Context: an optimization exercise on an open-source flow, tuned for small area, a short achievable clock period and few clock cycles per item. The choices shown serve that exercise and are no tape-out recipe.
Where RTL was checked, it was by simulation tests only, not by an equivalence proof against the original.
Power is estimated from default activity; no workload was simulated.

==> run a: inputs <==
Design rc_rx, start of the top module:
module rc_rx (
    input  wire        clk,
    input  wire        rst,
    input  wire        ev_valid,
    output wire        ev_ready,
    input  wire [15:0] ev_dt,
    input  wire        ev_edge,
    input  wire [7:0]  cfg_tol,      
    input  wire        cfg_in_en,    
    input  wire        clr_valid,    
    output reg         res_valid,
    output reg  [31:0] res_value,
    output reg  [7:0]  res_len,
    output reg  [31:0] res_unit,
    output reg  [2:0]  res_proto
);
==> flow/config.mk <==
export PLATFORM = sky130hd
export DESIGN_NAME = rc_rx
export DESIGN_NICKNAME = rc_rx
export VERILOG_FILES = /design/flow/design.v
export SDC_FILE = /design/flow/constraint.sdc
export NUM_CORES = 4
export LEC_CHECK = 0
export CAP_MARGIN = 20
export CORE_MARGIN = 2
export CORE_UTILIZATION = 40
export SLEW_MARGIN = 20
==> flow/constraint.sdc <==
create_clock -name core_clock -period 20.0 [get_ports {clk}]
set_input_delay 4.0000 -clock core_clock [delete_from_list [all_inputs] [get_ports {clk}]]
set_output_delay 4.0000 -clock core_clock [all_outputs]
set_load 0.01 [all_outputs]
standard.sh (not shown) runs the stock make flow with config.mk's settings and CLKGATE_MAP_FILE= SYNTH_SCRIPT=/design/flow/synth_recipe.tcl, a recipe that flattens the netlist after the stock synthesis.
==> flow/flow/run.sh <==
#!/bin/bash
# The standard layout, with one change: the buffers that ORFS puts on
# every input and output port are buf_4 cells instead of the slow delay
# buffer buffer_ports picks by default. Everything else is standard.sh.
set -euo pipefail
export BUFFER_PORTS_ARGS="-buffer_cell sky130_fd_sc_hd__buf_4"
bash standard.sh > standard.log 2>&1
==> run b: changes against run a <==
==> flow/run.sh (new file) <==
#!/bin/bash
# synth_recipe.tcl (not shown) runs the flow's synth.tcl, then flattens the netlist and writes it again
# the make line also repeats each setting of config.mk as NAME=value (left out here)
make -C /OpenROAD-flow-scripts/flow DESIGN_CONFIG=/design/flow/config.mk WORK_HOME=/design/flow/orfs CLKGATE_MAP_FILE= SYNTH_SCRIPT=/design/flow/synth_recipe.tcl finish
removed: flow/flow/run.sh
removed: flow/standard.sh
==> metrics.md <==
| Metric | Value |
|---|---|
| Run status | complete, no violations |
| Max frequency | 0.163 GHz |
| Crit path required time | 20.51 ns |
| M3 GR Usage | 0.0308 |
| Cell Chain, Critical Path | nor2b_1 -> ha_1 -> o21ai_0 -> a21boi_0 -> o21a_1 -> o21ai_0 -> a21oi_1 -> a21oi_1 -> o21ai_0 -> ha_1 -> and3_1 -> o21ai_0 -> nand2b_1 -> a21oi_1 -> inv_1 -> a211o_1 -> a21oi_1 -> o21ai_0 -> nor2_1 -> a21oi_1 |
| Final setup skew | 0.0281 ns |
| Non-clock buffering overhead | 0.0225 |
| Worst setup margin | 13.87 ns |
| Comb pwr | 812 uW |
| DR vias/cell | 5.44 |
| Hold_ws | 0.423 ns |
| Internal cell power | 5150 uW |
| Sequential cell area share | 0.507 |
| Largest net degree at the start of global routing | 77 |
| Sw Share | 0.252 |
That was run b.
==> metrics.md <==
| Metric | Value |
|---|---|
| M3 GR Usage | 0.0244 |
| Run status | complete, no violations |
| Cell Chain, Critical Path | nor2b_1 -> ha_1 -> o21ai_0 -> a21boi_0 -> o21a_1 -> o21ai_0 -> a21oi_1 -> a21oi_1 -> o21ai_0 -> ha_1 -> and3_1 -> o21ai_0 -> nand2b_1 -> a21oi_1 -> inv_1 -> a211o_1 -> a21oi_1 -> mux2_2 -> a22oi_1 -> a21oi_1 |
| Non-clock buffering overhead | 0.0198 |
| Worst setup margin | 14.02 ns |
| Final setup skew | 0.0508 ns |
| Internal cell power | 5240 uW |
| Sequential cell area share | 0.507 |
| Max frequency | 0.167 GHz |
| Sw Share | 0.250 |
| Crit path required time | 20.52 ns |
| Comb pwr | 808 uW |
| DR vias/cell | 5.45 |
| Largest net degree at the start of global routing | 81 |
That was run a.
Testbench counts of run a, summed over its fixed seeds: cycles 22,743, events 22,061.
Testbench counts of run b, summed over its fixed seeds: cycles 22,743, events 22,061.


==> inputs of v35 <==
rc_rx, a different RTL version from the one above (not shown whole).
clock: 20.0 ns
lec_check: 0
cap_margin: 0
core_margin: 2
core_utilization: 60
cts_cluster_diameter: 60
cts_cluster_size: 30
slew_margin: 0
==> flow/flow/run.sh <==
#!/bin/bash
# The standard layout, with one change: the buffers that ORFS puts on
# every input and output port are buf_4 cells instead of the slow delay
# buffer buffer_ports picks by default. Everything else is standard.sh.
set -euo pipefail
export BUFFER_PORTS_ARGS="-buffer_cell sky130_fd_sc_hd__buf_4"
bash standard.sh > standard.log 2>&1
==> v11: changes against v35 <==
--- a/flow/design.v
+++ b/flow/design.v
@@ -62,29 +62,14 @@
     output reg  [7:0]  res_len,
     output reg  [31:0] res_unit,
     output reg  [2:0]  res_proto
 );
     localparam [1:0] DV_IDLE = 2'd0, DV_RUN = 2'd1, DV_TAIL = 2'd2, DV_DONE = 2'd3;
     localparam [1:0] SC_WAIT = 2'd0, SC_BND = 2'd1, SC_SCAN = 2'd2, SC_FAIL = 2'd3;
     integer i;
-    function ge13;
-        input [12:0] a;
-        input [12:0] b;
-        integer j;
-        reg gt, eq;
-        begin
-            gt = 1'b0;
-            eq = 1'b1;
-            for (j = 12; j >= 0; j = j - 1) begin
-                gt = gt | (eq & a[j] & ~b[j]);
-                eq = eq & (a[j] | ~b[j]) & (~a[j] | b[j]);
-            end
-            ge13 = gt | eq;
-        end
-    endfunction
     reg         rdy;                
     reg         rdy_n;              
     reg         a_v, a_e;           
     reg         a_f;                
     reg         a_s;                
     reg  [1:0]  a_ph;               
     reg  [15:0] a_dt;
@@ -100,26 +85,26 @@
     reg  [12:0] tbo [0:32];         
     reg  [12:0] tbe [0:32];         
     reg  [6:0]  cnt;
     reg         rep;
     reg  [7:0]  t_cur;              
     reg  [9:0]  t_x3;               
     reg         rs;                 
-    reg         rst_q;              
     wire in_big = ev_dt > 16'd4300;
     wire in_e   = ev_edge & cfg_in_en;
     wire slow   = ~in_e | ~last_e | (rep & (cnt >= 7'd7) & in_big);
     reg  [1:0]  dv_st;
     reg  [2:0]  dp;
     reg  [8:0]  ds1, ds2, ds3;      
+    reg         dv_fresh;           
     reg  [3:0]  dv_j;               
     reg  [2:0]  nib;
     reg  [6:0]  dv_r;
     reg  [29:0] dv_u;
-    reg  [2:0]  dq;                 
+    reg  [9:0]  tm_lo, tm_hi;       
     reg         dq_v;
     reg  [6:0]  tra;                
     reg  [6:0]  trb;
     reg  [20:0] tq;                 
     reg  [2:0]  tqb;
     reg  [1:0]  sc_st;
     reg  [2:0]  bk;
@@ -141,15 +126,15 @@
     wire [17:0] sf      = {2'b00, a_dt} - {1'b0, g[16:0]};
     wire        m_fast  = ~|g[31:17] & ((sf <= 18'd200) | (sf >= 18'h3FF38));
     wire [8:0]  ssum    = {1'b0, eacc[7:0]} + {1'b0, a_dt[7:0]} + {8'd0, ser_c};
     wire [7:0]  sgb     = g[{a_ph, 3'b000} +: 8];
     wire [8:0]  sdif    = {1'b0, ssum[7:0]} - {1'b0, sgb} - {8'd0, ser_b};
     wire        f_gap   = f_nz | f_gt;
     wire        f_match = ser_b ? (f_o & f_ge) : (f_z & f_le);
-    wire        sc_avail = ge13({6'd0, cnt}, {6'd0, need});
+    wire        sc_avail = need <= cnt;
     wire        sc_done  = (sc_st == SC_FAIL) | ((sc_st == SC_SCAN) & ~fv & ~sc_avail);
     wire        t_ok     = (a_tol == t_cur) & ~rs;
     wire        s_ser    = a_v & a_s;
     wire        ser_last = s_ser & (a_ph == 2'd3);
     wire        act_ok   = ~a_s;
     wire        e_gap    = a_f ? f_gap : a_big;
     wire        e_match  = a_f ? f_match : m_fast;
@@ -188,15 +173,15 @@
         begin
             gdig = v[3*j +: 3];
         end
     endfunction
     wire [2:0] dq_new;
     wire [6:0] dr_new;
     rc_div40 u_step (
-        .r     (dv_r),
+        .r     (dv_fresh ? 7'd0 : dv_r),
         .nib   (nib),
         .s1    (ds1),
         .s2    (ds2),
         .s3    (ds3),
         .q     (dq_new),
         .r_out (dr_new)
     );
@@ -222,25 +207,14 @@
                 3'd3:    smul = {9'd213, 9'd142, 9'd71};
                 3'd4:    smul = {9'd18,  9'd12,  9'd6};
                 3'd5:    smul = {9'd42,  9'd28,  9'd14};
                 default: smul = {9'd69,  9'd46,  9'd23};
             endcase
         end
     endfunction
-    wire [26:0] sm_nxt  = smul(dp + 3'd1);
-    wire [6:0]  s_nxt   = rs ? 7'd31 : sm_nxt[6:0];
-    wire        w4      = (g_top == 4'd4);
-    wire        sk2     = w4 & ({1'b0, g[14:9]} < s_nxt);
-    wire        sk1     = w4 & ~sk2 & ({4'b0000, g[14:12]} < s_nxt);
-    wire [6:0]  r_prep  = sk2 ? {1'b0, g[14:9]} : sk1 ? {4'b0000, g[14:12]} : 7'd0;
-    wire [3:0]  j_prep  = sk2 ? 4'd2 : sk1 ? 4'd3 : g_top;
-    wire [2:0]  n_prep  = sk2 ? g[8:6] : sk1 ? g[11:9] : gdig(g33, g_top);
-    wire        prep    = rs | (dv_step & (dv_j == 4'd0));
-    wire [9:0]  tm_lo = tmul2(dq[1:0], t_cur, t_x3);
-    wire [9:0]  tm_hi = dq[2] ? {t_cur, 2'b00} : 10'd0;
     wire [11:0] tn = {2'b00, tra, 3'b000} + {2'b00, trb, 3'b000} +
                      {2'b00, tm_lo} + {2'b00, tm_hi};
     reg  [5:0]  tq2;
     reg  [6:0]  trr;
     always @(*) begin
         case (tn[11:7])
             5'd0: begin tq2 = 6'd0; trr = 7'd0; end
@@ -302,43 +276,31 @@
     wire [12:0] rd_o = tbo[ia];
     wire [12:0] rd_e = tbe[ib];
     function in_rng;
         input [12:0] x;
         input [14:0] lo;
         input [13:0] hi;
         begin
-            in_rng = (lo[14] | (~lo[13] & ge13(x, lo[12:0]))) & (hi[13] | ge13(hi[12:0], x));
+            in_rng = (lo[14] | (~lo[13] & (x >= lo[12:0]))) & (hi[13] | (x <= hi[12:0]));
         end
     endfunction
     wire x_zero  = in_rng(x_r, zh_lo, zh_hi);
     wire x_one   = in_rng(x_r, oh_lo, oh_hi);
     wire is_zero = x_zero & in_rng(y_r, zl_lo, zl_hi);
     wire is_one  = x_one & in_rng(y_r, ol_lo, ol_hi);
     wire x_fail  = (sp == 3'd3) & (bk >= 3'd3) & fv & ~(x_zero | x_one);
-    wire sc_byp   = wr_slot & (cnt == need - 7'd1);
-    wire sc_load  = ~rs & (((sc_st == SC_BND) & ~fv) | (sc_st == SC_SCAN));
-    wire sc_fetch = sc_load & (sc_avail | sc_byp);
+    wire sc_fetch = ~rs & (((sc_st == SC_BND) & ~fv) | (sc_st == SC_SCAN)) & sc_avail;
     wire sc_check = ~rs & (sc_st == SC_SCAN) & fv;
     wire sc_take  = ~rs & take;
     wire sc_bnd   = ~rs & (sc_st == SC_BND);
     always @(posedge clk) begin
-        rst_q <= rst;
         if (rst) begin
-            rdy       <= 1'b0;
-            rdy_n     <= 1'b1;
+            rdy       <= 1'b1;
+            rdy_n     <= 1'b0;
             a_v       <= 1'b0;
-        end else begin
-            if (accept)
-                a_v <= 1'b1;
-            else if (consume)
-                a_v <= 1'b0;
-            rdy   <= ~(accept & slow) & ~(a_v & stall);
-            rdy_n <= (accept & slow) | (a_v & stall);
-        end
-        if (rst_q) begin
             last_e    <= 1'b1;
             eacc      <= 32'd0;
             g         <= 32'd0;
             cnt       <= 7'd0;
             rep       <= 1'b0;
             t_cur     <= 8'd0;
             t_x3      <= 10'd0;
@@ -346,15 +308,21 @@
             dv_st     <= DV_IDLE;
             dp        <= 3'd1;
             sc_st     <= SC_WAIT;
             sp        <= 3'd1;
             fv        <= 1'b0;
         end else begin
             if (accept)
+                a_v <= 1'b1;
+            else if (consume)
+                a_v <= 1'b0;
+            if (accept)
                 last_e <= in_e;
+            rdy   <= ~(accept & slow) & ~(a_v & stall);
+            rdy_n <= (accept & slow) | (a_v & stall);
             if (s_ser)
                 eacc <= {ssum[7:0], eacc[31:8]};
             if (act_edge)
                 eacc <= 32'd0;
             if (wr_slot)
                 cnt <= cnt + 7'd1;
             rs <= 1'b0;
@@ -421,16 +389,16 @@
                         end
                     end
                     default: ;
                 endcase
             end
         end
     end
-    wire res_ld  = rst_q | clr_valid | publish;
-    wire res_set = publish & ~rst_q;
+    wire res_ld  = rst | clr_valid | publish;
+    wire res_set = publish & ~rst;
     always @(posedge clk) begin
         if (res_ld) begin
             res_valid <= res_set;
             res_value <= {32{res_set}} & scode;
             res_len   <= {8{res_set}} & {2'b00, cnt[6:1] - ((cnt[0]) ? 6'd0 : 6'd1)};
             res_unit  <= {32{res_set}} & {2'b00, u_cur};
             res_proto <= {3{res_set}} & sp;
@@ -477,23 +445,23 @@
         end
         if (wr_slot) begin
             if (cnt[0])
                 tbo[cnt[6:1]] <= d_eff[12:0];
             else
                 tbe[cnt[6:1] - 6'd1] <= d_eff[12:0];
         end
-        if (prep)
-            dv_r <= r_prep;
-        else if (dv_step)
+        if (dv_step | (dv_st == DV_TAIL))
             dv_r <= dr_new;
-        dq    <= dq_new;
+        tm_lo <= tmul2(dq_new[1:0], t_cur, t_x3);
+        tm_hi <= dq_new[2] ? {t_cur, 2'b00} : 10'd0;
         if (rs) begin
             {ds3, ds2, ds1} <= smul(3'd1);
-            dv_j  <= j_prep;
-            nib   <= n_prep;
+            dv_fresh <= 1'b1;
+            dv_j  <= g_top;
+            nib   <= gdig(g33, g_top);
             dv_u  <= 30'd0;
             dq_v  <= 1'b0;
             tra   <= 7'd0;
             trb   <= 7'd0;
             tq    <= 21'd0;
             tqb   <= 3'd0;
         end else begin
@@ -501,31 +469,38 @@
                 tra <= trr;
                 trb <= tn[6:0];
                 tq  <= {tq[17:0] + {12'd0, tqb, 3'b000}, tq2[2:0]};
                 tqb <= tq2[5:3];
             end
             if (dv_step) begin
                 dv_u  <= {dv_first ? 27'd0 : dv_u[26:0], dq_new};
+                dv_fresh <= 1'b0;
                 dv_j  <= dv_j - 4'd1;
                 nib   <= gdig(g33, dv_j - 4'd1);
                 dq_v  <= 1'b1;
                 if (dv_j == 4'd0) begin
-                    {ds3, ds2, ds1} <= sm_nxt;
-                            dv_j  <= j_prep;
-                    nib   <= n_prep;
+                    {ds3, ds2, ds1} <= smul(dp + 3'd1);
+                    dv_fresh <= 1'b1;
+                    dv_j  <= g_top;
+                    nib   <= gdig(g33, g_top);
                 end
             end else begin
                 dq_v  <= 1'b0;
             end
             if (dv_first & dv_step) begin
                 tra   <= 7'd0;
                 trb   <= 7'd0;
                 tq    <= 21'd0;
                 tqb   <= 3'd0;
             end
+            if ((dv_st == DV_TAIL) & (dv_j != 4'd0) & ({6'd0, nib} < ds1)) begin
+                dv_fresh <= 1'b0;
+                dv_j  <= dv_j - 4'd1;
+                nib   <= gdig(g33, dv_j - 4'd1);
+            end
         end
         if (sc_take) begin
             u_cur   <= dv_u;
             tol_cur <= tq + {15'd0, tqb, 3'b000};
             tol_c   <= (({1'b0, tra} + {1'b0, trb}) >= 8'd200) ? 2'd2 :
                        (({1'b0, tra} + {1'b0, trb}) >= 8'd100) ? 2'd1 : 2'd0;
             scode   <= 32'd0;
@@ -550,19 +525,17 @@
                     if (sp != 3'd3) begin zl_lo <= n_lo; zl_hi <= n_hi; end
                 end
                 3'd3: begin zl_lo <= n_lo; zl_hi <= n_hi; end
                 3'd4: begin ol_lo <= n_lo; ol_hi <= n_hi; end
                 default: ;
             endcase
         end
-        if (sc_load) begin
-            x_r  <= inv ? rd_e : rd_o;
-            y_r  <= sc_byp ? d_eff[12:0] : inv ? rd_o : rd_e;
-        end
         if (sc_fetch) begin
+            x_r  <= inv ? rd_e : rd_o;
+            y_r  <= inv ? rd_o : rd_e;
             ia   <= ia + 6'd1;
             ib   <= ib + 6'd1;
             need <= need + 7'd2;
         end
         if (sc_check)
             scode <= {scode[30:0], ~is_zero};
     end
CAP_MARGIN = 20   (was 0)
CTS_CLUSTER_DIAMETER = default   (was 60)
CTS_CLUSTER_SIZE = default   (was 30)
SLEW_MARGIN = 20   (was 0)
==> notes <==
- Hold slack: v11 is worse than v35 (0.017 ns).
- Of v11 and v35, v11 has the higher via count (gap 1.8%, measured against v35).
- Of v11 and v35, v35 has the higher clock skew (gap 0.015 ns).
- Of v35 and v11, v11 has the higher non-clock buffer count (gap 3).
- Of v35 and v11, v11 has the higher critical path depth (gap 4).
- Between v35 and v11, the lower synthesized cell count is in v35 (gap 0.57%, measured against v11).
==> figures <==
| metric | v35 | v11 |
|---|---|---|
| Status | complete, no violations | complete, no violations |
| Max Freq | 0.181 GHz | 0.166 GHz |
| Post-layout instance count excluding filler cells | 6636 | 6731 |
| Filler cell count in the final layout | 8242 | 8170 |
| Average detailed-routed wire length per instance | 23.9 um | 24.5 um |
| Met1 wire length | 69.9 mm | 72.9 mm |
| Net switching share of the total power | 27.1% | 24.9% |
| Clock buffers created by TritonCTS | 117 | 148 |
| Non-clock inverter instance count of the final layout | 312 | 336 |
| Critical register-to-register path endpoint | tra[3] | dv_r[4] |
| Initial antenna violation count | 1 | 5 |
| Sequential Power Share | 50.5% | 49.7% |
| Avg Inst Size Synth | 14.0 um^2 | 14.0 um^2 |
Testbench counts of v35, summed over its fixed seeds: cycles 22,687, events 22,061.
The RTL of v11 was laid out without a check of its function.

what the ideal ports hide:
The flow's constraints put no driver on any port. The routed layouts listed below were extracted and timed again, unchanged, in two steps. Step 1 sets driving cells, clkbuf_16 on the clock port and buf_2 on the other inputs (assumed; they add their load-dependent delay and slew). Step 2 adds t to the input delays and takes it off the output delays; t is the mean of the earliest and latest rising clock arrival at the registers after step 1. Input paths then give back, and output paths get back, about the clock's delay inside the block. a / b / c = ideal ports / drivers / drivers and shift; a / b = the first two.
| run | t (ns) | setup slack, ns | hold WS [ns] | latest minus earliest clock arrival (ns) | worst register clock-pin slew, ns |
|---|---|---|---|---|---|
| run a | 0.877 | 14.020 / 14.020 / 13.907 | 0.434 / 0.434 / 0.434 | 0.051 / 0.052 | 0.06 / 0.06 |
| run b | 0.859 | 13.872 / 13.872 / 13.819 | 0.423 / 0.423 / 0.423 | 0.035 / 0.035 | 0.07 / 0.07 |
| v35 | 0.814 | 14.476 / 14.402 / 13.948 | 0.450 / 0.450 / 0.450 | 0.055 / 0.055 | 0.10 / 0.10 |
| v11 | 0.829 | 13.969 / 14.020 / 13.191 | 0.433 / 0.433 / 0.433 | 0.030 / 0.030 | 0.06 / 0.06 |
After both steps every run listed still meets setup and hold. The setup slack of v11, which loses most, moves by +0.051 ns with the drivers and by -0.778 ns with both steps.
